Source: an optimization exercise on an open RTL-to-GDS flow (aim: small area, a short achievable clock period and few clock cycles). Production flows keep margins and buffers that such runs may drop.
The RTL was checked by simulation tests, not by an equivalence proof against the original design.
Power and IR drop assume default switching activity.

==> v3: inputs <==
==> flow/design.v (excerpt) <==
module bps_engine (
    input  wire        clk,
    input  wire        rst,           
    input  wire        host_we,
    input  wire [7:0]  host_addr,
    input  wire [63:0] host_wdata,
    output reg  [63:0] host_rdata,
    output wire        src_re,
    output wire [15:0] src_addr,
    input  wire [7:0]  src_rdata,
    output wire        patch_re,
    output wire [15:0] patch_addr,
    input  wire [7:0]  patch_rdata,
    output wire        out_re,
    output wire [15:0] out_raddr,
    input  wire [7:0]  out_rdata,
    output wire        out_we,
    output wire [15:0] out_waddr,
    output wire [7:0]  out_wdata
);
    localparam [2:0] E_FORMAT      = 3'd1;
    localparam [2:0] E_INTEGRITY   = 3'd2;
    localparam [2:0] E_BOUNDS      = 3'd3;
    localparam [2:0] E_CONSISTENCY = 3'd5;
    localparam [2:0] E_OVERFLOW    = 3'd6;
    localparam [2:0] E_CAPACITY    = 3'd7;
    localparam [3:0] S_MAG0  = 4'd0;    
    localparam [3:0] S_MAG   = 4'd1;    
    localparam [3:0] S_VAR   = 4'd2;    
    localparam [3:0] S_SCHK  = 4'd3;    
    localparam [3:0] S_TCHK  = 4'd4;    
    localparam [3:0] S_MCHK  = 4'd5;    
    localparam [3:0] S_FOOT0 = 4'd6;    
    localparam [3:0] S_FOOT  = 4'd7;    
    localparam [3:0] S_JMP   = 4'd8;    
    localparam [3:0] S_ICHK  = 4'd9;    
    localparam [3:0] S_ICHK2 = 4'd13;   
    localparam [3:0] S_MCHK2 = 4'd14;   
  ...
clock: 15.0 ns
lec_check: 0
cap_margin: 30
core_margin: 2
core_utilization: 50
cts_buf_list: sky130_fd_sc_hd__clkbuf_8
cts_cluster_size: 30
slew_margin: 30
standard.sh (not shown) runs the stock make flow with config.mk's settings and CLKGATE_MAP_FILE= SYNTH_SCRIPT=/design/flow/synth_recipe.tcl, a recipe that flattens the netlist after the stock synthesis.
==> flow/flow/run.sh <==
#!/bin/bash
# Layout flow: the standard synthesis unchanged, then the standard layout with a
# setup repair margin of 7.5 ns (repair_timing works toward a slack of 7.5 ns at the design's
# 15 ns clock) and every port buffered with a buf_1 cell (repair may upsize them).
set -euo pipefail
bash standard.sh synth > synth.log 2>&1
bash standard.sh SETUP_SLACK_MARGIN=7.5 "BUFFER_PORTS_ARGS=-buffer_cell sky130_fd_sc_hd__buf_1" finish > layout.log 2>&1
==> v31: changes against v3 <==
--- a/flow/design.v
+++ b/flow/design.v
@@ -33,13 +33,12 @@
     localparam [3:0] S_FOOT0 = 4'd6;    
     localparam [3:0] S_FOOT  = 4'd7;    
     localparam [3:0] S_JMP   = 4'd8;    
     localparam [3:0] S_ICHK  = 4'd9;    
     localparam [3:0] S_ICHK2 = 4'd13;   
     localparam [3:0] S_MCHK2 = 4'd14;   
-    localparam [3:0] S_SFILL = 4'd15;   
     localparam [3:0] S_COPY  = 4'd10;   
     localparam [3:0] S_TRCP  = 4'd11;   
     localparam [3:0] S_WAIT  = 4'd12;   
     localparam [2:0] V_SRC  = 3'd0;
     localparam [2:0] V_TGT  = 3'd1;
     localparam [2:0] V_META = 3'd2;
@@ -109,14 +108,14 @@
                          ({64{hsel[5]}}  & {47'd0, in_read_pos}) |
                          ({64{hsel[6]}}  & {48'd0, out_read_pos}) |
                          ({64{hsel[7]}}  & {47'd0, out_write_pos}) |
                          ({64{hsel[8]}}  & source_size) |
                          ({64{hsel[9]}}  & {47'd0, target_size}) |
                          ({64{hsel[10]}} & {48'd0, metadata_len}) |
-                         ({64{hsel[11] & s5}} & {32'd0, crc_expected}) |
-                         ({64{hsel[12] & s5}} & {32'd0, crc}) |
+                         ({64{hsel[11]}} & {32'd0, crc_expected}) |
+                         ({64{hsel[12]}} & {32'd0, crc}) |
                          ({64{hsel[13] & fin & flt}} & {48'd0, patch_pos});
     always @(*) host_rdata = {64{hlow}} & hmux;
     wire exec_wants = run & (ms == S_COPY) & ~op[0];
     wire crc_wants  = run & (ca != slen);
     wire grant_exec = exec_wants & ~(crc_wants & (starve == 3'd7));
     wire crc_ride   = grant_exec & crc_wants & (rd_ptr[15:0] == ca[15:0]);
@@ -147,37 +146,44 @@
             4'd0:    begin acc_n = {9'd0, s};                big_n = 1'b0; end
             4'd1:    begin acc_n = {2'd0, s, acc[6:0]};      big_n = vbig; end
             4'd2:    begin acc_n = {s[3:0], acc[13:0]};      big_n = vbig | (|s[8:4]); end
             default: begin acc_n = acc;                      big_n = vbig | (|s); end
         endcase
     end
-    reg  [5:0] ss_hi;
-    wire [6:0] ss_in    = (ms == S_VAR) ? s[6:0] : {5'd0, vc};
-    wire       ss_shift = ((ms == S_VAR) & (vp == V_SRC)) | (ms == S_SFILL);
+    reg [63:0] ss_n;
+    integer g;
+    always @(*) begin
+        ss_n = source_size;
+        for (g = 0; g < 64; g = g + 1) begin
+            if (vi == g / 7)
+                ss_n[g] = s[g % 7];
+            else if (g >= 7 && (g % 7) < 2 && vi == g / 7 - 1)
+                ss_n[g] = s[7 + g % 7];
+        end
+    end
     wire        tcap   = vbig | acc[17] | (acc[16] & (|acc[15:0]));
+    wire [18:0] msum   = {3'd0, pa} + {1'b0, acc};
     wire        at_fs  = ~fs[17] & ({1'b0, pa} == fs[16:0]);
     wire [16:0] base   = op[0] ? {1'b0, out_read_pos} : in_read_pos;
     wire [16:0] mag    = acc[17:1];
     wire [17:0] r18    = acc[0] ? ({1'b0, base} - {1'b0, mag}) : ({1'b0, base} + {1'b0, mag});
-    wire        mchk   = (ms == S_MCHK2);
-    wire        ochk   = (ms == S_ICHK);
-    wire [16:0] x_base = ochk ? out_write_pos : rd_ptr;
-    wire [17:0] x_end  = {1'b0, x_base} + {2'd0, cnt} + {17'd0, ~mchk};
-    wire [16:0] x_lim  = ochk ? target_size : (mchk | (op == 2'd1)) ? fs[16:0] : slen;
-    wire        x_over = x_end > {1'b0, x_lim};
-    wire        rd_oob = rbad | ((op == 2'd3) ? (rd_ptr >= out_write_pos) : x_over);
+    wire [17:0] wp_end = {1'b0, out_write_pos} + {2'd0, cnt} + 18'd1;
+    wire [17:0] x_end  = {1'b0, rd_ptr} + {2'd0, cnt} + 18'd1;
+    wire [16:0] x_lim  = (op == 2'd1) ? fs[16:0] : slen;
+    wire        rd_oob = rbad | ((op == 2'd3) ? (rd_ptr >= out_write_pos) : (x_end > {1'b0, x_lim}));
     wire [7:0] magic_byte = (vi[1:0] == 2'd0) ? 8'h42 :
                             (vi[1:0] == 2'd1) ? 8'h50 :
                             (vi[1:0] == 2'd2) ? 8'h53 : 8'h31;
     task hdr_fault;
         input [2:0] code;
         begin
             run     <= 1'b0;
             fin     <= 1'b1;
             flt     <= 1'b1;
             err     <= code;
+            crc     <= 32'd0;
         end
     endtask
     task x_fault;
         input [2:0] code;
         begin
             err <= code;
@@ -241,27 +247,23 @@
                             if (vp == V_SRC)
                                 source_size <= 64'd0;
                         end
                     end else begin
                         acc  <= acc_n;
                         vbig <= big_n;
-                        if (ss_shift)
-                            {ss_hi, source_size} <= {ss_in, ss_hi, source_size[63:7]};
+                        if (vp == V_SRC)
+                            source_size <= ss_n;
                         if (!term) begin
                             vi <= vi + 4'd1;
                             vc <= s[8:7];
                             pa <= pa + 16'd1;
                         end else begin
                             vi <= 4'd0;
                             vc <= 2'd0;
                             case (vp)
-                                V_SRC: begin
-                                    vi <= vi + 4'd1;
-                                    vc <= s[8:7];
-                                    ms <= (vi == 4'd9) ? S_SCHK : S_SFILL;
-                                end
+                                V_SRC:  ms <= S_SCHK;
                                 V_TGT:  ms <= S_TCHK;
                                 V_META: ms <= S_MCHK;
                                 V_CMD: begin
                                     op   <= acc_n[1:0];
                                     cnt  <= acc_n[17:2];
                                     lbig <= big_n;
@@ -273,22 +275,13 @@
                                 end
                                 default: ms <= S_ICHK;
                             endcase
                         end
                     end
                 end
-                S_SFILL: begin
-                    {ss_hi, source_size} <= {ss_in, ss_hi, source_size[63:7]};
-                    vc <= 2'd0;
-                    vi <= vi + 4'd1;
-                    if (vi == 4'd9)
-                        ms <= S_SCHK;
-                end
                 S_SCHK: begin
-                    vi <= 4'd0;
-                    vc <= 2'd0;
                     if (source_size != src_len)
                         hdr_fault(E_FORMAT);
                     else begin
                         patch_pos <= pa;
                         vp <= V_TGT;
                         ms <= S_VAR;
@@ -304,24 +297,23 @@
                         vp <= V_META;
                         ms <= S_VAR;
                         pa <= pa + 16'd1;
                     end
                 end
                 S_MCHK: begin
-                    rd_ptr <= {1'b0, pa};
-                    cnt <= acc[15:0];
-                    rbad <= vbig | (|acc[17:16]);
+                    rd_ptr <= msum[16:0];
+                    rbad <= vbig | (|msum[18:17]);
                     ms <= S_MCHK2;
                 end
                 S_MCHK2: begin
-                    if (rbad | x_over)
+                    if (rbad | (rd_ptr > fs[16:0]))
                         hdr_fault(E_BOUNDS);
                     else begin
-                        metadata_len <= cnt;
-                        patch_pos <= x_end[15:0];
-                        p5pos <= x_end[15:0];
+                        metadata_len <= acc[15:0];
+                        patch_pos <= rd_ptr[15:0];
+                        p5pos <= rd_ptr[15:0];
                         pa <= fs[15:0];
                         ms <= S_FOOT0;
                     end
                 end
                 S_FOOT0: begin
                     pa <= pa + 16'd1;
@@ -341,13 +333,13 @@
                 end
                 S_JMP: next_insn;
                 S_ICHK: begin
                     rd_ptr <= (op == 2'd0) ? out_write_pos :
                               (op == 2'd1) ? {1'b0, pa} : r18[16:0];
                     rbad <= op[1] & (vbig | r18[17]);
-                    obad <= lbig | x_over;
+                    obad <= lbig | (wp_end > {1'b0, target_size});
                     ms <= S_ICHK2;
                 end
                 S_ICHK2: begin
                     if (obad | rd_oob)
                         x_fault(E_BOUNDS);
                     else begin
@@ -407,12 +399,13 @@
         end else begin
             ms     <= S_MAG0;
             pa     <= 16'd0;
             vi     <= 4'd0;
             vc     <= 2'd0;
             ca     <= 17'd0;
+            s5     <= 1'b0;
             starve <= 3'd0;
             if (wr_slen)
                 src_len <= host_wdata;
             if (wr_plen)
                 patch_len <= host_wdata;
             if (start) begin
@@ -420,14 +413,14 @@
                 in_read_pos   <= 17'd0;
                 out_read_pos  <= 16'd0;
                 out_write_pos <= 17'd0;
                 source_size   <= 64'd0;
                 target_size   <= 17'd0;
                 metadata_len  <= 16'd0;
+                crc_expected  <= 32'd0;
                 crc           <= 32'd0;
-                s5            <= 1'b0;
                                 if (cap_over) begin
                     fin <= 1'b1;
                     flt <= 1'b1;
                     err <= E_CAPACITY;
                 end else begin
                     run <= 1'b1;
@@ -448,11 +441,11 @@
             in_read_pos   <= 17'd0;
             out_read_pos  <= 16'd0;
             out_write_pos <= 17'd0;
             source_size   <= 64'd0;
             target_size   <= 17'd0;
             metadata_len  <= 16'd0;
+            crc_expected  <= 32'd0;
             crc           <= 32'd0;
-            s5            <= 1'b0;
                     end
     end
 endmodule
==> flow/flow/run.sh (replaced) <==
#!/bin/bash
# Layout flow: the standard synthesis unchanged, then the standard layout with a
# setup repair margin of 7.5 ns (repair_timing works toward a slack of 7 ns at the design's
# 15 ns clock) and every port buffered with a buf_1 cell (repair may upsize them).
set -euo pipefail
bash standard.sh synth > synth.log 2>&1
bash standard.sh SETUP_SLACK_MARGIN=7.5 "BUFFER_PORTS_ARGS=-buffer_cell sky130_fd_sc_hd__buf_1" finish > layout.log 2>&1
==> flow/config.mk (replaced) <==
export PLATFORM = sky130hd
export DESIGN_NAME = bps_engine
export DESIGN_NICKNAME = bps_engine
export VERILOG_FILES = /design/flow/design.v
export SDC_FILE = /design/flow/constraint.sdc
export NUM_CORES = 4
export LEC_CHECK = 0
export CAP_MARGIN = 20
export CORE_MARGIN = 2
export CORE_UTILIZATION = 60
export SLEW_MARGIN = 20
==> results.txt <==
Sequential portion of the cell area: v3 31.3%; v31 28.2%
Number of non-clock inverters in the layout: v3 66; v31 102
Total routing usage reported by global routing: v3 41.9%; v31 51.7%
Routing usage on met1: v3 55.7%; v31 60.4%
Length of the first detailed-routing pass in iterations: v3 8; v31 14
Result of the run: v3 complete, no violations; v31 failed layout checks
Reasons for failing layout checks: v3 -; v31 capacitance limit, slew limit
Fin. max-slew vios: v3 0; v31 5
Routability congestion estimate from global placement: v3 1.01; v31 1.08
Vertical die dimension: v3 251 um; v31 237 um
Dpl ws: v3 5980 ps; v31 6200 ps
Global-route track usage on met3: v3 10.7%; v31 16.7%
Post-route worst hold slack: v3 473 ps; v31 448 ps
Synth Area in Adders: v3 4.46%; v31 6.73%
Switching power of the nets: v3 688 uW; v31 704 uW
Leakage power: v3 12.5 nW; v31 13.7 nW
N_taps: v3 782; v31 696
Fraction of the mapped netlist area in compound gates: v3 21.4%; v31 21.8%
Largest stage delay, worst path: v3 320 ps; v31 290 ps
Layout Skew: v3 38.5 ps; v31 34.7 ps
Buf/Inv on CP: v3 2; v31 3
Power dissipated in combinational cells: v3 124 uW; v31 146 uW
Overall via count from detail_route: v3 31212; v31 35801
Flip-flop and latch area: v3 11000 um2; v31 10500 um2
# diodes: v3 2; v31 9
CTS root buffer: v3 clkbuf_8; v31 clkbuf_16
Worst Path Max Fanout: v3 6; v31 9
Post-synthesis instance area: v3 30400 um2; v31 32500 um2
Testbench counts of v3, summed over its fixed seeds: cycles 172,364.
Testbench counts of v31, summed over its fixed seeds: cycles 172,087.

## port drivers added, routing unchanged
In the flow no input, the clock included, has a driving cell. The finished layouts below were timed again as built, in two steps.
Step 1 (the two cells are an assumption about what drives the block):
set clk [get_ports {clk}]
set_driving_cell -lib_cell sky130_fd_sc_hd__clkbuf_16 $clk
set_driving_cell -lib_cell sky130_fd_sc_hd__buf_2 [delete_from_list [all_inputs] $clk]
Step 2 also shifts input and output timing later by t, the mid clock arrival at the registers, as if the neighbouring blocks saw the same clock.
Slacks: no drivers / after step 1 / after step 2; pairs: no drivers / after step 1.
run | shift t [ns] | slack for setup (ns) | latest minus earliest clock arrival (ns) | worst slew at a driven data input, ns | pins driven straight from the clock port
v3 | 0.752 | 7.340 / 7.203 / 6.874 | 0.039 / 0.038 | 0.19 | 1
v31 | 0.712 | 7.397 / 7.292 / 6.974 | 0.035 / 0.035 | 0.11 | 1
The setup slack of v3, which loses most, moves by -0.137 ns with the drivers and by -0.466 ns with both steps.
